What follows belongs to an exercise in optimizing a design on an open flow for a short achievable clock period and few clock cycles; a production flow would make more cautious choices.
Only simulation tests tie the RTL to the original design; equivalence was not proved.
Power is estimated from default activity; no workload was simulated.

## flow/design.v

```verilog
module tlv_engine (
    input             clk,
    input             rst,
    input             req_valid,
    output            req_ready,
    input             req_write,
    input      [1:0]  req_space,    
    input      [15:0] req_addr,
    input      [63:0] req_wdata,
    output reg        rsp_valid,
    output reg [63:0] rsp_rdata
);
    localparam BUF_CAP = 32;
    localparam IW      = 6;            
    localparam K_NONE = 4'd0, K_BOOL = 4'd1, K_INT = 4'd2,
               K_F32  = 4'd3, K_F64  = 4'd4, K_QUAL = 4'd5;
    localparam E_OK        = 8'h00, E_TYPE     = 8'h10, E_UNEG      = 8'h20,
               E_UBIG      = 8'h21, E_ACC      = 8'h23, E_RLEN      = 8'h24,
               E_RTS       = 8'h25, E_ACCW     = 8'h26, E_TAG       = 8'h30,
               E_TRUNC     = 8'h31, E_MALF     = 8'h32, E_INCOMPL   = 8'h33,
               E_EXTRA     = 8'h34, E_DISC     = 8'h35, E_BADLEN    = 8'h36,
               E_ILLEGAL   = 8'h50, E_CAP      = 8'h51;
    localparam OP_LENENC = 8'h01, OP_LENDEC = 8'h02, OP_TLVENC = 8'h03,
               OP_TLVDEC = 8'h04, OP_WRAP   = 8'h05,
               OP_BOOLENC = 8'h10, OP_BOOLDEC = 8'h11, OP_SINTENC = 8'h12,
               OP_SINTDEC = 8'h13, OP_UINTENC = 8'h14, OP_UINTDEC = 8'h15,
               OP_FLTENC  = 8'h16, OP_FLTDEC  = 8'h17,
               OP_QUALENC = 8'h20, OP_QUALDEC = 8'h21, OP_TSENC = 8'h22,
               OP_TSDEC   = 8'h23,
               OP_CLROUT  = 8'h30, OP_CLRST  = 8'h31, OP_MOVOI = 8'h32;
    localparam [7:0] SINGLE_DISC = 8'h08, DOUBLE_DISC = 8'h11;
    localparam S_IDLE = 4'd0,  S_EXEC = 4'd1,  S_HLEN = 4'd2,  S_HLB  = 4'd3,
               S_HCHK = 4'd4,  S_VAL  = 4'd5,  S_VFIN = 4'd6,  S_EMIT = 4'd7,
               S_COPY = 4'd8,  S_DONE = 4'd9;
    reg [3:0]    opa_kind, opb_kind;
    reg [63:0]   opa_val,  opb_val;
    reg [IW-1:0] in_len, out_len;
    reg [7:0]    inbuf  [0:BUF_CAP-1];
    reg [7:0]    outbuf [0:BUF_CAP-1];
    reg [7:0]    st_code, st_lastop;
    reg          st_sticky;
    reg [3:0]    state;
    reg [7:0]    c_op, c_tag, c_mod;
    reg [7:0]    c_rsv;
    reg [IW-1:0] p;           
    reg [IW-1:0] q;           
    reg [31:0]   hl;          
    reg [2:0]    hcnt;        
    reg [IW-1:0] vcnt;        
    reg [71:0]   vb;          
    reg [7:0]    v0;          
    reg [87:0]   eb;          
    reg [3:0]    en;          
    reg [IW-1:0] wp;          
    reg          c_src_out;   
    reg          c_dst_in;    
    reg          c_down;      
    reg [IW-1:0] si, di, ccnt;
    reg [IW-1:0] nlen;        
    assign req_ready = (state == S_IDLE);
    wire c_raw  = c_mod[0];
    wire c_prec = c_mod[1];
    reg c_legal;
    always @* begin
        c_legal = 1'b0;
        if (c_rsv == 8'd0) begin
            case (c_op)
                OP_LENENC, OP_LENDEC, OP_CLROUT, OP_CLRST, OP_MOVOI:
                    c_legal = (c_tag == 8'd0) && (c_mod == 8'd0);
                OP_TLVENC, OP_TLVDEC, OP_WRAP:
                    c_legal = (c_mod == 8'd0);
                OP_BOOLENC, OP_BOOLDEC, OP_SINTENC, OP_SINTDEC,
                OP_UINTENC, OP_UINTDEC, OP_QUALENC, OP_QUALDEC,
                OP_TSENC, OP_TSDEC:
                    c_legal = (c_mod[7:1] == 7'd0) && (!c_mod[0] || c_tag == 8'd0);
                OP_FLTENC, OP_FLTDEC:
                    c_legal = (c_mod[7:2] == 6'd0) && (!c_mod[0] || c_tag == 8'd0);
                default: c_legal = 1'b0;
            endcase
        end
    end
    wire is_valdec = (c_op == OP_BOOLDEC) || (c_op == OP_SINTDEC) ||
                     (c_op == OP_UINTDEC) || (c_op == OP_FLTDEC)  ||
                     (c_op == OP_QUALDEC) || (c_op == OP_TSDEC);
    wire signed [63:0] opa_s = opa_val;
    wire [7:0] q_acc     = opb_val[15:8];
    wire       q_acc_ok  = (q_acc <= 8'd24) || (q_acc == 8'd31);
    wire [7:0] q_byte    = {opb_val[0], opb_val[1], opb_val[2], q_acc[4:0]};
    wire        ts_sign = opa_val[63];
    wire [10:0] ts_exp  = opa_val[62:52];
    wire [51:0] ts_frac = opa_val[51:0];
    wire        ts_bad  = (ts_exp == 11'h7FF) ||
                          (ts_sign && (ts_exp != 11'd0 || ts_frac != 52'd0)) ||
                          (ts_exp >= 11'd1055);
    reg  [56:0]  ts_x;         
    reg          ts_sticky;    
    reg  [116:0] ts_sh;
    reg  [10:0]  ts_rs;
    reg  [31:0]  ts_sec;
    reg  [24:0]  ts_r;
    reg  [32:0]  ts_sec_c;
    always @* begin
        ts_x      = 57'd0;
        ts_sticky = 1'b0;
        ts_sh     = 117'd0;
        ts_rs     = 11'd0;
        if (ts_exp == 11'd0) begin
            ts_x      = 57'd0;
            ts_sticky = (ts_frac != 52'd0);
        end else if (ts_exp >= 11'd1050) begin
            ts_x = {4'd0, 1'b1, ts_frac} << (ts_exp - 11'd1050);
        end else begin
            ts_rs = 11'd1050 - ts_exp;
            if (ts_rs > 11'd63) begin
                ts_x      = 57'd0;
                ts_sticky = 1'b1;
            end else begin
                ts_sh     = {1'b1, ts_frac, 64'd0} >> ts_rs;
                ts_x      = {4'd0, ts_sh[116:64]};
                ts_sticky = (ts_sh[63:0] != 64'd0);
            end
        end
        ts_r     = {1'b0, ts_x[24:1]} +
                   {24'd0, ts_x[0] & (ts_sticky | ts_x[1])};
        ts_sec_c = {1'b0, ts_x[56:25]} + {32'd0, ts_r[24]};
        ts_sec   = ts_sec_c[31:0];
    end
    wire [23:0] ts_r24 = ts_r[24] ? 24'd0 : ts_r[23:0];
    reg [71:0] enc_v;
    reg [3:0]  enc_n;
    reg [7:0]  enc_err;
    always @* begin
        enc_v   = 72'd0;
        enc_n   = 4'd0;
        enc_err = E_OK;
        case (c_op)
            OP_BOOLENC: begin
                if (opa_kind == K_NONE) begin
                    enc_n = 4'd0;
                end else if (opa_kind == K_BOOL) begin
                    enc_n = 4'd1;
                    enc_v = (opa_val != 64'd0) ? 72'h0F : 72'h00;
                end else begin
                    enc_err = E_TYPE;
                end
            end
            OP_SINTENC: begin
                if (opa_kind != K_INT) begin
                    enc_err = E_TYPE;
                end else if (opa_s >= -64'sd128 && opa_s <= 64'sd127) begin
                    enc_n = 4'd1;
                    enc_v = {64'd0, opa_val[7:0]};
                end else if (opa_s >= -64'sd32768 && opa_s <= 64'sd32767) begin
                    enc_n = 4'd2;
                    enc_v = {56'd0, opa_val[15:0]};
                end else if (opa_s >= -64'sd2147483648 && opa_s <= 64'sd2147483647) begin
                    enc_n = 4'd4;
                    enc_v = {40'd0, opa_val[31:0]};
                end else begin
                    enc_n = 4'd8;
                    enc_v = {8'd0, opa_val};
                end
            end
            OP_UINTENC: begin
                if (opa_kind != K_INT) begin
                    enc_err = E_TYPE;
                end else if (opa_val[63]) begin
                    enc_err = E_UNEG;
                end else if (opa_val[62:32] != 31'd0) begin
                    enc_err = E_UBIG;
                end else if (opa_val[31:8] == 24'd0) begin
                    enc_n = 4'd1;
                    enc_v = {64'd0, opa_val[7:0]};
                end else if (opa_val[31:16] == 16'd0) begin
                    enc_n = 4'd2;
                    enc_v = {56'd0, opa_val[15:0]};
                end else begin
                    enc_n = 4'd4;
                    enc_v = {40'd0, opa_val[31:0]};
                end
            end
            OP_FLTENC: begin
                if (!c_prec) begin
                    if (opa_kind != K_F32) begin
                        enc_err = E_TYPE;
                    end else begin
                        enc_n = 4'd5;
                        enc_v = {32'd0, SINGLE_DISC, opa_val[31:0]};
                    end
                end else begin
                    if (opa_kind != K_F64) begin
                        enc_err = E_TYPE;
                    end else begin
                        enc_n = 4'd9;
                        enc_v = {DOUBLE_DISC, opa_val};
                    end
                end
            end
            OP_QUALENC: begin
                if (opb_kind != K_QUAL) begin
                    enc_err = E_TYPE;
                end else if (!q_acc_ok) begin
                    enc_err = E_ACC;
                end else begin
                    enc_n = 4'd1;
                    enc_v = {64'd0, q_byte};
                end
            end
            OP_TSENC: begin
                if (opa_kind != K_F64) begin
                    enc_err = E_TYPE;
                end else if (opb_kind != K_QUAL) begin
                    enc_err = E_TYPE;
                end else if (ts_bad || ts_sec_c[32]) begin
                    enc_err = E_RTS;
                end else if (!q_acc_ok) begin
                    enc_err = E_ACC;
                end else begin
                    enc_n = 4'd8;
                    enc_v = {8'd0, ts_sec, ts_r24, q_byte};
                end
            end
            default: ;
        endcase
    end
    wire [71:0] enc_vl = enc_v << (8 * (9 - enc_n));
    reg [39:0] ber_v;       
    reg [3:0]  ber_n;
    always @* begin
        if (opa_val[31:7] == 25'd0) begin
            ber_n = 4'd1;
            ber_v = {32'd0, opa_val[7:0]};
        end else if (opa_val[31:8] == 24'd0) begin
            ber_n = 4'd2;
            ber_v = {24'd0, 8'h81, opa_val[7:0]};
        end else if (opa_val[31:16] == 16'd0) begin
            ber_n = 4'd3;
            ber_v = {16'd0, 8'h82, opa_val[15:0]};
        end else begin
            ber_n = 4'd5;
            ber_v = {8'h84, opa_val[31:0]};
        end
    end
    wire [IW-1:0] vlen = in_len - q;
    wire [55:0] td_n = vb[63:8];
    reg  [5:0]  td_k;
    integer     ti;
    always @* begin
        td_k = 6'd0;
        for (ti = 0; ti < 56; ti = ti + 1)
            if (td_n[ti]) td_k = ti[5:0];
    end
    wire [55:0] td_norm = td_n << (6'd55 - td_k);
    wire        td_up   = td_norm[2] & (td_norm[3] | td_norm[1] | td_norm[0]);
    wire [53:0] td_m    = {1'b0, td_norm[55:3]} + {53'd0, td_up};
    wire [10:0] td_e    = 11'd999 + {5'd0, td_k} + {10'd0, td_m[53]};
    wire [51:0] td_f    = td_m[53] ? td_m[52:1] : td_m[51:0];
    wire [63:0] td_bits = (td_n == 56'd0) ? 64'd0 : {1'b0, td_e, td_f};
    wire [4:0]  w_acc    = vb[4:0];
    wire        w_acc_ok = !(w_acc >= 5'd25 && w_acc <= 5'd30);
    wire [63:0] w_qual   = {48'd0, 3'd0, w_acc, 5'd0, vb[5], vb[6], vb[7]};
    reg [7:0]  dec_err;
    reg [3:0]  dec_kind;
    reg [63:0] dec_val;
    always @* begin
        dec_err  = E_OK;
        dec_kind = K_NONE;
        dec_val  = 64'd0;
        case (c_op)
            OP_BOOLDEC: begin
                if (vlen == 0) begin
                    dec_kind = K_NONE;
                end else if (vlen != 1) begin
                    dec_err = E_BADLEN;
                end else begin
                    dec_kind = K_BOOL;
                    dec_val  = (v0 != 8'd0) ? 64'd1 : 64'd0;
                end
            end
            OP_SINTDEC: begin
                dec_kind = K_INT;
                case (vlen)
                    1: dec_val = {{56{vb[7]}},  vb[7:0]};
                    2: dec_val = {{48{vb[15]}}, vb[15:0]};
                    4: dec_val = {{32{vb[31]}}, vb[31:0]};
                    8: dec_val = vb[63:0];
                    default: dec_err = E_BADLEN;
                endcase
            end
            OP_UINTDEC: begin
                dec_kind = K_INT;
                case (vlen)
                    1: dec_val = {56'd0, vb[7:0]};
                    2: dec_val = {48'd0, vb[15:0]};
                    4: dec_val = {32'd0, vb[31:0]};
                    default: dec_err = E_BADLEN;
                endcase
            end
            OP_FLTDEC: begin
                if (vlen == 0) begin
                    dec_err = E_BADLEN;
                end else if (v0 != (c_prec ? DOUBLE_DISC : SINGLE_DISC)) begin
                    dec_err = E_DISC;
                end else if (vlen != (c_prec ? 9 : 5)) begin
                    dec_err = E_BADLEN;
                end else if (c_prec) begin
                    dec_kind = K_F64;
                    dec_val  = vb[63:0];
                end else begin
                    dec_kind = K_F32;
                    dec_val  = {32'd0, vb[31:0]};
                end
            end
            OP_QUALDEC: begin
                if (vlen != 1) begin
                    dec_err = E_BADLEN;
                end else if (!w_acc_ok) begin
                    dec_err = E_ACCW;
                end else begin
                    dec_kind = K_QUAL;
                    dec_val  = w_qual;
                end
            end
            OP_TSDEC: begin
                if (vlen != 8) begin
                    dec_err = E_BADLEN;
                end else if (!w_acc_ok) begin
                    dec_err = E_ACCW;
                end else begin
                    dec_kind = K_F64;
                    dec_val  = td_bits;
                end
            end
            default: ;
        endcase
    end
    wire [7:0] in_p   = inbuf[p[4:0]];
    wire [7:0] src_b  = c_src_out ? outbuf[si[4:0]] : inbuf[si[4:0]];
    reg [63:0] host_rd;
    always @* begin
        host_rd = 64'd0;
        case (req_space)
            2'd0: case (req_addr)
                16'd1: host_rd = {32'd0, st_sticky, 15'd0, st_lastop, st_code};
                16'd2: host_rd = {60'd0, opa_kind};
                16'd3: host_rd = opa_val;
                16'd4: host_rd = {60'd0, opb_kind};
                16'd5: host_rd = opb_val;
                16'd6: host_rd = {{(64-IW){1'b0}}, in_len};
                16'd7: host_rd = {{(64-IW){1'b0}}, out_len};
                16'd8: host_rd = BUF_CAP;
                default: host_rd = 64'd0;
            endcase
            2'd1: if (req_addr < BUF_CAP) host_rd = {56'd0, inbuf[req_addr[4:0]]};
            2'd2: if (req_addr < BUF_CAP) host_rd = {56'd0, outbuf[req_addr[4:0]]};
            default: host_rd = 64'd0;
        endcase
    end
    wire acc_rd = req_valid && req_ready && !req_write;
    wire acc_wr = req_valid && req_ready &&  req_write;
    always @(posedge clk) begin
        if (rst) begin
            rsp_valid <= 1'b0;
            rsp_rdata <= 64'd0;
        end else begin
            rsp_valid <= acc_rd;
            if (acc_rd) rsp_rdata <= host_rd;
        end
    end
    wire          in_we_host = acc_wr && (req_space == 2'd1) && (req_addr < BUF_CAP);
    wire          in_we_copy = (state == S_COPY) && (ccnt != 0) && c_dst_in;
    wire          out_we_emit = (state == S_EMIT) && (en != 0);
    wire          out_we_copy = (state == S_COPY) && (ccnt != 0) && !c_dst_in;
    always @(posedge clk) begin
        if (in_we_host)
            inbuf[req_addr[4:0]] <= req_wdata[7:0];
        else if (in_we_copy)
            inbuf[di[4:0]] <= src_b;
    end
    always @(posedge clk) begin
        if (out_we_emit)
            outbuf[wp[4:0]] <= eb[87:80];
        else if (out_we_copy)
            outbuf[di[4:0]] <= src_b;
    end
    always @(posedge clk) begin
        if (rst) begin
            state     <= S_IDLE;
            opa_kind  <= K_NONE;
            opa_val   <= 64'd0;
            opb_kind  <= K_NONE;
            opb_val   <= 64'd0;
            in_len    <= 0;
            out_len   <= 0;
            st_code   <= E_OK;
            st_lastop <= 8'd0;
            st_sticky <= 1'b0;
            c_op      <= 8'd0;
            c_tag     <= 8'd0;
            c_mod     <= 8'd0;
            c_rsv     <= 8'd0;
            p         <= 0;
            q         <= 0;
            hl        <= 32'd0;
            hcnt      <= 3'd0;
            vcnt      <= 0;
            vb        <= 72'd0;
            v0        <= 8'd0;
            eb        <= 88'd0;
            en        <= 4'd0;
            wp        <= 0;
            c_src_out <= 1'b0;
            c_dst_in  <= 1'b0;
            c_down    <= 1'b0;
            si        <= 0;
            di        <= 0;
            ccnt      <= 0;
            nlen      <= 0;
        end else begin
            case (state)
            S_IDLE: begin
                if (acc_wr && req_space == 2'd0) begin
                    case (req_addr)
                        16'd0: begin
                            c_op      <= req_wdata[7:0];
                            c_tag     <= req_wdata[15:8];
                            c_mod     <= req_wdata[23:16];
                            c_rsv     <= req_wdata[31:24];
                            st_lastop <= req_wdata[7:0];
                            state     <= S_EXEC;
                        end
                        16'd2: opa_kind <= req_wdata[3:0];
                        16'd3: opa_val  <= req_wdata;
                        16'd4: opb_kind <= req_wdata[3:0];
                        16'd5: opb_val  <= req_wdata;
                        16'd6: if (req_wdata[31:0] <= BUF_CAP) in_len <= req_wdata[IW-1:0];
                        default: ;
                    endcase
                end
            end
            S_EXEC: begin
                vb   <= 72'd0;
                v0   <= 8'd0;
                nlen <= out_len;
                if (!c_legal) begin
                    st_code   <= E_ILLEGAL;
                    st_sticky <= 1'b1;
                    state     <= S_IDLE;
                end else begin
                    case (c_op)
                    OP_LENENC: begin
                        if (opa_kind != K_INT) begin
                            st_code <= E_TYPE; st_sticky <= 1'b1; state <= S_IDLE;
                        end else if (opa_val[63:32] != 32'd0) begin
                            st_code <= E_RLEN; st_sticky <= 1'b1; state <= S_IDLE;
                        end else if ({1'b0, out_len} + {3'd0, ber_n} > BUF_CAP) begin
                            st_code <= E_CAP; st_sticky <= 1'b1; state <= S_IDLE;
                        end else begin
                            eb    <= {ber_v, 48'd0} << (8 * (5 - ber_n));
                            en    <= ber_n;
                            wp    <= out_len;
                            nlen  <= out_len + ber_n;
                            state <= S_EMIT;
                        end
                    end
                    OP_TLVENC: begin
                        if ({1'b0, out_len} + {1'b0, in_len} + 2 > BUF_CAP) begin
                            st_code <= E_CAP; st_sticky <= 1'b1; state <= S_IDLE;
                        end else begin
                            eb        <= {c_tag, {(8-IW){1'b0}}, in_len, 72'd0};
                            en        <= 4'd2;
                            wp        <= out_len;
                            c_src_out <= 1'b0;
                            c_dst_in  <= 1'b0;
                            c_down    <= 1'b0;
                            si        <= 0;
                            di        <= out_len + 2;
                            ccnt      <= in_len;
                            nlen      <= out_len + in_len + 2;
                            state     <= S_EMIT;
                        end
                    end
                    OP_WRAP: begin
                        if ({1'b0, out_len} + 2 > BUF_CAP) begin
                            st_code <= E_CAP; st_sticky <= 1'b1; state <= S_IDLE;
                        end else begin
                            eb        <= {c_tag, {(8-IW){1'b0}}, out_len, 72'd0};
                            en        <= 4'd2;
                            wp        <= 0;
                            c_src_out <= 1'b1;
                            c_dst_in  <= 1'b0;
                            c_down    <= 1'b1;
                            si        <= out_len - 1;
                            di        <= out_len + 1;
                            ccnt      <= out_len;
                            nlen      <= out_len + 2;
                            state     <= S_COPY;
                        end
                    end
                    OP_MOVOI: begin
                        c_src_out <= 1'b1;
                        c_dst_in  <= 1'b1;
                        c_down    <= 1'b0;
                        si        <= 0;
                        di        <= 0;
                        ccnt      <= out_len;
                        state     <= S_COPY;
                    end
                    OP_CLROUT: begin
                        out_len <= 0;
                        st_code <= E_OK;
                        state   <= S_IDLE;
                    end
                    OP_CLRST: begin
                        st_sticky <= 1'b0;
                        st_code   <= E_OK;
                        state     <= S_IDLE;
                    end
                    OP_LENDEC: begin
                        p     <= 0;
                        state <= S_HLEN;
                    end
                    OP_TLVDEC, OP_BOOLDEC, OP_SINTDEC, OP_UINTDEC,
                    OP_FLTDEC, OP_QUALDEC, OP_TSDEC: begin
                        if (is_valdec && c_raw) begin
                            q     <= 0;
                            p     <= 0;
                            vcnt  <= (in_len > 9) ? 9 : in_len;
                            state <= S_VAL;
                        end else if (in_len == 0) begin
                            st_code <= E_TRUNC; st_sticky <= 1'b1; state <= S_IDLE;
                        end else if (inbuf[0] != c_tag) begin
                            st_code <= E_TAG; st_sticky <= 1'b1; state <= S_IDLE;
                        end else begin
                            p     <= 1;
                            state <= S_HLEN;
                        end
                    end
                    default: begin
                        if (enc_err != E_OK) begin
                            st_code <= enc_err; st_sticky <= 1'b1; state <= S_IDLE;
                        end else if ({1'b0, out_len} + {3'd0, enc_n} + (c_raw ? 0 : 2) > BUF_CAP) begin
                            st_code <= E_CAP; st_sticky <= 1'b1; state <= S_IDLE;
                        end else begin
                            if (c_raw) begin
                                eb <= {enc_vl, 16'd0};
                                en <= enc_n;
                            end else begin
                                eb <= {c_tag, 4'd0, enc_n, enc_vl};
                                en <= enc_n + 2;
                            end
                            wp    <= out_len;
                            nlen  <= out_len + enc_n + (c_raw ? 0 : 2);
                            state <= S_EMIT;
                        end
                    end
                    endcase
                end
            end
            S_HLEN: begin
                if ({1'b0, in_len} < {1'b0, p} + 1) begin
                    st_code <= E_TRUNC; st_sticky <= 1'b1; state <= S_IDLE;
                end else if (!in_p[7]) begin
                    hl    <= {24'd0, in_p};
                    q     <= p + 1;
                    state <= S_HCHK;
                end else if (!(in_p[6:0] == 7'd1 || in_p[6:0] == 7'd2 || in_p[6:0] == 7'd4)) begin
                    st_code <= E_MALF; st_sticky <= 1'b1; state <= S_IDLE;
                end else if ({1'b0, in_len} < {1'b0, p} + 1 + in_p[2:0]) begin
                    st_code <= E_TRUNC; st_sticky <= 1'b1; state <= S_IDLE;
                end else begin
                    hl    <= 32'd0;
                    hcnt  <= in_p[2:0];
                    p     <= p + 1;
                    state <= S_HLB;
                end
            end
            S_HLB: begin
                hl   <= {hl[23:0], in_p};
                p    <= p + 1;
                hcnt <= hcnt - 1;
                if (hcnt == 3'd1) begin
                    q     <= p + 1;
                    state <= S_HCHK;
                end
            end
            S_HCHK: begin
                if (c_op == OP_LENDEC) begin
                    if (q < in_len) begin
                        st_code <= E_EXTRA; st_sticky <= 1'b1; state <= S_IDLE;
                    end else begin
                        opa_kind <= K_INT;
                        opa_val  <= {32'd0, hl};
                        st_code  <= E_OK;
                        state    <= S_IDLE;
                    end
                end else if ({26'd0, vlen} < hl) begin
                    st_code <= E_INCOMPL; st_sticky <= 1'b1; state <= S_IDLE;
                end else if ({26'd0, vlen} > hl) begin
                    st_code <= E_EXTRA; st_sticky <= 1'b1; state <= S_IDLE;
                end else if (c_op == OP_TLVDEC) begin
                    c_src_out <= 1'b0;
                    c_dst_in  <= 1'b0;
                    c_down    <= 1'b0;
                    si        <= q;
                    di        <= 0;
                    ccnt      <= vlen;
                    nlen      <= vlen;
                    state     <= S_COPY;
                end else begin
                    p     <= q;
                    vcnt  <= (vlen > 9) ? 9 : vlen;
                    state <= S_VAL;
                end
            end
            S_VAL: begin
                if (vcnt == 0) begin
                    state <= S_VFIN;
                end else begin
                    vb   <= {vb[63:0], in_p};
                    if (p == q) v0 <= in_p;
                    p    <= p + 1;
                    vcnt <= vcnt - 1;
                end
            end
            S_VFIN: begin
                if (dec_err != E_OK) begin
                    st_code <= dec_err; st_sticky <= 1'b1;
                end else begin
                    st_code <= E_OK;
                    if (c_op == OP_QUALDEC) begin
                        opb_kind <= K_QUAL;
                        opb_val  <= w_qual;
                    end else begin
                        opa_kind <= dec_kind;
                        opa_val  <= dec_val;
                        if (c_op == OP_TSDEC) begin
                            opb_kind <= K_QUAL;
                            opb_val  <= w_qual;
                        end
                    end
                end
                state <= S_IDLE;
            end
            S_EMIT: begin
                if (en == 0) begin
                    if (c_op == OP_TLVENC) state <= S_COPY;
                    else                   state <= S_DONE;
                end else begin
                    eb <= {eb[79:0], 8'd0};
                    en <= en - 1;
                    wp <= wp + 1;
                end
            end
            S_COPY: begin
                if (ccnt == 0) begin
                    if (c_op == OP_WRAP) state <= S_EMIT;
                    else                 state <= S_DONE;
                end else begin
                    ccnt <= ccnt - 1;
                    if (c_down) begin
                        si <= si - 1;
                        di <= di - 1;
                    end else begin
                        si <= si + 1;
                        di <= di + 1;
                    end
                end
            end
            S_DONE: begin
                st_code <= E_OK;
                if (c_op == OP_MOVOI) begin
                    in_len  <= out_len;
                    out_len <= 0;
                end else begin
                    out_len <= nlen;
                end
                if (c_op == OP_TLVDEC) begin
                    opa_kind <= K_INT;
                    opa_val  <= {{(64-IW){1'b0}}, nlen};
                end
                state <= S_IDLE;
            end
            default: state <= S_IDLE;
            endcase
        end
    end
endmodule
```

## flow/run.sh

```bash
#!/bin/bash
# synth_recipe.tcl (not shown) runs the flow's synth.tcl, then flattens the netlist and writes it again
# the make line also repeats each setting of config.mk as NAME=value (left out here)
make -C /OpenROAD-flow-scripts/flow DESIGN_CONFIG=/design/flow/config.mk WORK_HOME=/design/flow/orfs CLKGATE_MAP_FILE= SYNTH_SCRIPT=/design/flow/synth_recipe.tcl finish
```

## flow/config.mk

```make
export PLATFORM = sky130hd
export DESIGN_NAME = tlv_engine
export DESIGN_NICKNAME = tlv_engine
export VERILOG_FILES = /design/flow/design.v
export SDC_FILE = /design/flow/constraint.sdc
export NUM_CORES = 4
export LEC_CHECK = 0
export CAP_MARGIN = 20
export CORE_MARGIN = 2
export CORE_UTILIZATION = 40
export SLEW_MARGIN = 20
```

## flow/constraint.sdc

```tcl
create_clock -name core_clock -period 12.0 [get_ports {clk}]
set_input_delay 2.4000 -clock core_clock [delete_from_list [all_inputs] [get_ports {clk}]]
set_output_delay 2.4000 -clock core_clock [all_outputs]
set_load 0.01 [all_outputs]
```

==> results.json, run 1 <==
{
  "io_pins": 152,
  "rsz0062_at_grt": "false",
  "clockBufferDepth": 3,
  "hold_class": "register to register",
  "grt_use_total_pct": 39.9,
  "synthToLayoutAreaGrowth_pct": 10.4,
  "ys_seq_area_share_pct": 32.0,
  "wl_mm": 422,
  "vias": 82400,
  "finalCritPeriodShare_pct": 94.8,
  "ys.flop_type": "dfxtp_1",
  "core_sq_um": 200000,
  "cp-start-kind": "register",
  "crit_end": "eb[4]$_SDFFE_PP0P_",
  "dieArea_sq_um": 204000,
  "maxCapViolCount": 0,
  "cpMostUsedCell": "ha_1",
  "route.detailed.drc": 0,
  "die_x_microns": 452,
  "syn_nets": 8960,
  "syn_area_sq_um": 80200,
  "crit_start": "opa_val[52]$_SDFFE_PP0P_",
  "path_clk_slew_ps": 60,
  "cts_made_buffers": 115,
  "synth-seq-cells": 1025,
  "routabilityCongestion": 1.08,
  "drive_above_1_share_pct": 16.2,
  "drtIter0Drc": 13500,
  "io_buffers": 151,
  "antenna_found_initial": 33,
  "end_kind": "register",
  "async_reset_ff_share_pct": 0,
  "outcome": "complete, no violations",
  "dieHeight_microns": 452,
  "rows": 164,
  "hold_violations": 0,
  "cts_hold_buf": 0,
  "synthesis.yosys.warnings": 1,
  "cts_setup_buffers": 0,
  "clock_latency_ps": 860,
  "slowest_stage": "nor4_2",
  "finalNetCount": 8783,
  "path_max_fanout": 43,
  "viasPerCell": 7.25,
  "cts_resized": 0,
  "ant_nets": 0,
  "slew_headroom_pct": 8.05,
  "start_util_pct": 40.2,
  "power-per-cell-area_nw_per_um2": 123,
  "r2r_slack_ps": 630,
  "syn_inst": 8779,
  "gr-total-overflow": 0,
  "synthTopCellsByArea": "edfxtp_1 (19%), mux4_2 (14%), dfxtp_1 (13%)",
  "synth_largest_area_cell": "edfxtp_1",
  "grt_pass1_wl_mm": 590,
  "ff2ff_path_depth": 34,
  "hold_depth": 2,
  "slew_viol_final": 0,
  "critPathMaxStageDelay_ps": 750,
  "holdWs_ps": 453,
  "tritoncts": "built",
  "required_ps": 12700,
  "hpwlAfterDp_mm": 310,
  "clock-sinks": 1025,
  "max_freq_ghz": 0.0879,
  "cts_root_buffer": "clkbuf_16",
  "tightest_slew_ps": 1370,
  "grt_start_max_net_pins": 155,
  "vdd_ir_drop_max_uv": 125,
  "wire_per_inst_microns": 37.1,
  "rr_startpoint": "opa_val[52]$_SDFFE_PP0P_",
  "rr_endpoint": "eb[4]$_SDFFE_PP0P_",
  "synth_cell_types": 137,
  "htreeDepth": 3,
  "synth.top_cell.area_share_pct": 19.2,
  "leakage_nw": 27.8,
  "syn_avg_cell_area_sq_um": 9.14,
  "synth_edf_count": 512,
  "dr.pass1.iters": 9,
  "fin_crit_ps": 11370,
  "cp.arrival_ps": 12080,
  "setup_tns_ps": 0,
  "finalClockSkew_ps": 126,
  "finalSetupViolations": 0,
  "grt_pass1_vias": 76500,
  "criticalPathCategory": "register to register",
  "n_fill_cell": 19300
}
-- cell usage in the layout, fill, tap and decap left out, types with 40 or more instances in the layout --
| master | instances |
|---|---|
| nand2_1 | 849 |
| nand2b_1 | 70 |
| buf_4 | 346 |
| a221oi_1 | 104 |
| o211ai_1 | 101 |
| and2_1 | 56 |
| ha_1 | 85 |
| mux2_2 | 118 |
| dfxtp_1 | 504 |
| clkdlybuf4s50_1 | 146 |
| nor3_1 | 306 |
| nor2b_1 | 45 |
| or3_1 | 81 |
| o31ai_1 | 49 |
| nand4_1 | 105 |
| and3_1 | 57 |
| clkbuf_16 | 117 |
| nor2_1 | 839 |
| nand3_1 | 348 |
| a311oi_1 | 43 |
| xnor2_1 | 89 |
| xor2_1 | 53 |
| o21a_1 | 40 |
| a21oi_1 | 710 |
| a211oi_1 | 160 |
| edfxtp_1 | 512 |
| a22oi_1 | 132 |
| a31oi_1 | 94 |
| nor4_1 | 118 |
| a21o_1 | 67 |
| o22ai_1 | 62 |
| inv_1 | 113 |
| mux2i_1 | 254 |
| a22o_1 | 45 |
| o21ai_0 | 395 |
| mux4_2 | 504 |
-- worst min-delay path by stage --
stage | startpoint | end | slack [ps]
final | opb_val[63]$_SDFFE_PP0P_ | opb_val[63]$_SDFFE_PP0P_ | 450
after global routing | opb_val[19]$_SDFFE_PP0P_ | opb_val[19]$_SDFFE_PP0P_ | 470
after CTS | opb_val[18]$_SDFFE_PP0P_ | opb_val[18]$_SDFFE_PP0P_ | 450
after detailed placement | opb_val[51]$_SDFFE_PP0P_ | opb_val[51]$_SDFFE_PP0P_ | 440
after global placement | opb_val[44]$_SDFFE_PP0P_ | opb_val[44]$_SDFFE_PP0P_ | 440
after floorplan | eb[77]$_SDFFE_PP0P_ | eb[77]$_SDFFE_PP0P_ | 420
-- power by group --
part	leakage (nW)	switching, W	internal [W]
Sequential	8.57	0.000184	0.00373
Clock	1.92	0.00161	0.00211
Combinational	17.3	0.00212	0.00118
-- cell families after synthesis --
family	after synthesis	synth area share, %
and+or+nand+nor	3110	18.5
DFF	1025	32.0
xor gates and xnor gates	151	1.74
buffers and inverters	933	5.19
AOI/OAI and AO/OA	2584	22.0
muxes	881	19.0
adders and majority gates	95	1.56
-- registers in the layout, summed over array words and instances, names as in the netlist, 6 cells and up, named ones only --
register,cells
inbuf,256
outbuf,256
eb,88
opa_val,64
opb_val,64
rsp_rdata,64
vb,64
hl,32
c_mod,8
c_op,8
c_rsv,8
c_tag,8
v0,8
ccnt,6
in_len,6
nlen,6
out_len,6
p,6
q,6
st_code,6
vcnt,6
-- routing by layer --
metal	track usage, %	share of wire, %
met1	52.5	38
met2	57.7	42
met3	11.0	12
met4	24.7	7.7
met5	0	0.063
-- area by class of cell --
class / count / area [sq um] / share of cell area, %
multi-input combinational: 6821 / 50800 / 57.3
antenna: 14 / 35.0 / 0.0395
sequential: 1025 / 25700 / 29.0
clock buffer: 152 / 3210 / 3.62
timing repair buffer: 514 / 4390 / 4.96
tap: 2656 / 3320 / 3.75
inverter: 125 / 469 / 0.530
clock inverter: 60 / 729 / 0.823
-- stage by stage --
stage	instance area [sq um]	power, W	instances	utilization [%]	worst slack [ps]
final	88600	0.0109	11400	44.4	627
after global routing	88600	0.0112	11400	44.4	110
after CTS	88400	0.0108	11300	44.3	910
after detailed placement	84500	0.00716	11100	42.3	997
after global placement	84400	0.00715	11100	42.3	1040
after floorplan	80200	0.00597	8779	-	1840
-- cell usage after synthesis (all sizes together) (69+ instances only) --
master and instances:
nand4 108, nand2 858, edfxtp 512, a21o 69, mux4 504, nand2b 70
clkbuf 525, a21oi 716, buf 283, xnor2 93, o21ai 436, nor2 867
o211ai 102, a211oi 177, or3 83, ha 87, nor4 133, nor3 318
inv 120, a221oi 113, nand3 352, mux2i 257, a31oi 95, mux2 120
dfxtp 513, a22oi 134
-- worst max-delay path, delay by kind of cell, from the launching register on --
| family | cells | cell delay, ps |
|---|---|---|
| AND/OR/NAND/NOR | 12 | 3520 |
| AO/OA/AOI/OAI | 9 | 3370 |
| adder cells (fa/ha/maj) | 6 | 1830 |
| XOR/XNOR | 2 | 860 |
| buffers and inverters | 4 | 770 |
| flip-flops | 1 | 690 |
| multiplexers | 1 | 130 |
Testbench counts, summed over its fixed seeds: cycles 63,404.
==> run 2, diff against run 1 <==
--- a/flow/config.mk
+++ b/flow/config.mk
@@ -8,4 +8,5 @@
 export CAP_MARGIN = 20
 export CORE_MARGIN = 2
 export CORE_UTILIZATION = 40
+export SETUP_SLACK_MARGIN = 5
 export SLEW_MARGIN = 20
==> run 2 against run 1 <==
Compared with the run above:
- clock skew shrank 56 ps
- maximum frequency rose by 41%
- non-clock buffer count rose by 225
- power up 2.6%
- worst hold slack worse by 4.3 ps
- critical path type unchanged
- critical endpoint is now eb[58]$_SDFFE_PP0P_
==> results.json, run 2 <==
{
  "slew_headroom_pct": 14.5,
  "core_sq_um": 200000,
  "power.total_w": 0.0112,
  "mostFrequentLayoutCell": "nand2_1",
  "syn_nets": 8960,
  "leakage_nw": 29.7,
  "drive_above_1_share_pct": 22.3,
  "synth_largest_area_cell": "edfxtp_1",
  "grt_pass1_wl_mm": 609,
  "hold_class": "register to register",
  "max_freq_ghz": 0.124,
  "grt_start_max_net_pins": 98,
  "htreeDepth": 3,
  "gr-total-overflow": 0,
  "cts_hold_buf": 0,
  "die_x_microns": 452,
  "rr_startpoint": "opa_val[53]$_SDFFE_PP0P_",
  "ys.flop_type": "dfxtp_1",
  "setup_ws_ps": 3910,
  "synthTopCellsByCount": "nor2_1 (864), nand2_1 (854), a21oi_1 (713)",
  "dr.pass1.iters": 8,
  "grt_pass1_vias": 78000,
  "criticalPathCategory": "register to register",
  "end_kind": "register",
  "syn_avg_cell_area_sq_um": 9.14,
  "power-per-cell-area_nw_per_um2": 120,
  "ant_nets": 0,
  "io_pins": 152,
  "synth_edf_count": 512,
  "yosysMostFrequentCell": "nor2_1",
  "clock-sinks": 1025,
  "syn_area_sq_um": 80200,
  "synthTopCellsByArea": "edfxtp_1 (19%), mux4_2 (14%), dfxtp_1 (13%)",
  "slowest_stage": "nor4_1",
  "dieHeight_microns": 452,
  "ys_seq_area_share_pct": 32.0,
  "dp_slack_ps": 1600,
  "finalClockSkew_ps": 69.5,
  "dieArea_sq_um": 204000,
  "slew_viol_final": 0,
  "clock_latency_ps": 830,
  "rsz0062_at_grt": "true",
  "fin_crit_ps": 8090,
  "synth-seq-cells": 1025,
  "crit_start": "opa_val[53]$_SDFFE_PP0P_",
  "tritoncts": "built",
  "cpMostUsedCell": "buf_12",
  "post-route-util_pct": 47.0,
  "async_reset_ff_share_pct": 0,
  "cts_root_buffer": "clkbuf_16",
  "ff2ff_path_depth": 32,
  "viasPerCell": 7.23,
  "synthesis.yosys.warnings": 1,
  "critPathMaxStageDelay_ps": 670,
  "start_util_pct": 40.2,
  "path_clk_slew_ps": 60,
  "grt_use_total_pct": 41.2,
  "cp.arrival_ps": 8740,
  "io_buffers": 151,
  "routabilityCongestion": 1.03,
  "path_max_fanout": 9,
  "maxCapViolCount": 0,
  "rr_endpoint": "eb[58]$_SDFFE_PP0P_",
  "crit_end": "eb[58]$_SDFFE_PP0P_",
  "layout_common_cells": "nand2_1 (825), nor2_1 (807), a21oi_1 (678), edfxtp_1 (512), mux4_2 (504)",
  "hpwlAfterDp_mm": 316,
  "required_ps": 12650,
  "wl_mm": 439,
  "route.detailed.drc": 0,
  "vdd_ir_drop_max_uv": 130,
  "r2r_slack_ps": 3910,
  "hold_violations": 0,
  "synth.top_cell.area_share_pct": 19.2,
  "antenna_found_initial": 20,
  "finalNetCount": 9017,
  "outcome": "complete, no violations",
  "finalCritPeriodShare_pct": 67.4,
  "tightest_slew_ps": 1280,
  "synthToLayoutAreaGrowth_pct": 16.9,
  "setup_tns_ps": 0,
  "clockBufferDepth": 3,
  "drtIter0Drc": 13200,
  "finalSetupViolations": 0,
  "wire_per_inst_microns": 37.9,
  "rows": 164,
  "cp-start-kind": "register",
  "syn_inst": 8779,
  "synth_cell_types": 137,
  "vias": 83900,
  "cts_made_buffers": 117
}
-- run 2: cell counts after synthesis --
Identical to the previous run, type by type.
-- run 2: cell type report --
class,instances,area (sq um)
diodes,11,27.5
well taps,2656,3320
flip-flops and latches,1025,25700
clock buffers,146,3140
clock inverters,71,853
fillers,18800,106000
inverters,125,532
multi-input cells,6826,53100
repair buffers,739,7080
repair inverters,2,25.0
-- run 2: cell families (layout without fill, tap and decap cells) --
logic type | count (synthesis) | after routing | synth area share (%)
simple gates | 3110 | 3112 | 18.5
compound gates | 2584 | 2586 | 22.0
flops | 1025 | 1025 | 32.0
buf+inv | 933 | 1083 | 5.19
mux | 881 | 881 | 19.0
xor+xnor | 151 | 152 | 1.74
fa+ha+maj | 95 | 95 | 1.56
other cells | 0 | 11 | 0
-- run 2: critical path: cells and delay by family (launching register included) --
kind / cells / cell delay, ps
and+or+nand+nor: 10 / 2420
AOI/OAI and AO/OA: 7 / 1910
muxes: 2 / 1140
buffers and inverters: 8 / 1000
adders and majority gates: 3 / 650
DFF: 1 / 470
xor gates and xnor gates: 2 / 330
-- run 2: layer usage --
layer  vias to the layer above  global-route usage (%)  share of wire, %
li1                      34400                       -                 -
met1                     41700                    54.2                38
met2                      6412                    60.4                42
met3                      1406                    10.7                12
met4                        12                    25.5               7.6
met5                         -                       0             0.020
-- run 2: what timing repair did --
item	in CTS	in global routing
resized for setup	360	283
gates cloned	17	9
endpoints found under the setup margin	193	184
pin swaps	107	102
buffers inserted	156	84
-- run 2: where the power goes --
| part | total, W | switching, W | leakage [nW] | internal [W] |
|---|---|---|---|---|
| Sequential | 0.00391 | 0.000180 | 8.59 | 0.00373 |
| Clock | 0.00378 | 0.00167 | 1.92 | 0.00211 |
| Combinational | 0.00352 | 0.00222 | 19.2 | 0.00131 |
| Total | 0.0112 | 0.00407 | 29.7 | 0.00715 |
-- run 2: metrics by stage --
step	instances	hold slack, ps	instance area, sq um
after global routing	11600	467	93800
after detailed placement	11100	444	84400
after floorplan	8779	419	80700
after global placement	11100	437	84300
after CTS	11500	451	91600
final	11600	449	93800
-- run 2: worst min-delay path by stage --
stage                        startpoint                  endpoint  slack [ps]  depth (start not counted)
3_3_place_gp   opb_val[43]$_SDFFE_PP0P_  opb_val[43]$_SDFFE_PP0P_         440                          2
5_1_grt        opb_val[17]$_SDFFE_PP0P_  opb_val[17]$_SDFFE_PP0P_         470                          2
4_1_cts        opb_val[30]$_SDFFE_PP0P_  opb_val[30]$_SDFFE_PP0P_         450                          2
6_report       opb_val[30]$_SDFFE_PP0P_  opb_val[30]$_SDFFE_PP0P_         450                          2
2_1_floorplan       eb[77]$_SDFFE_PP0P_       eb[77]$_SDFFE_PP0P_         420                          2
3_5_place_dp        eb[62]$_SDFFE_PP0P_       eb[62]$_SDFFE_PP0P_         440                          2

static timing again, ports no longer ideal:
In the flow no input, the clock included, has a driving cell. The finished layouts below were timed again as built, in two steps.
Step 1 (the two cells are an assumption about what drives the block):
set clk [get_ports {clk}]
set_driving_cell -lib_cell sky130_fd_sc_hd__clkbuf_16 $clk
set_driving_cell -lib_cell sky130_fd_sc_hd__buf_2 [delete_from_list [all_inputs] $clk]
Step 2 adds t to the input delays and takes it off the output delays; t is the mean of the earliest and latest rising clock arrival at the registers after step 1. Input paths then give back, and output paths get back, about the clock's delay inside the block.
a / b / c = no drivers / after step 1 / after step 2; a / b = the first two.
| run | t (ns) | slack for setup (ns) | hold WS [ns] |
|---|---|---|---|
| run 1 | 0.895 | 0.627 / 0.627 / 0.627 | 0.453 / 0.453 / 0.453 |
| run 2 | 0.879 | 3.914 / 3.914 / 3.914 | 0.449 / 0.449 / 0.449 |
After both steps every run listed still meets setup and hold.
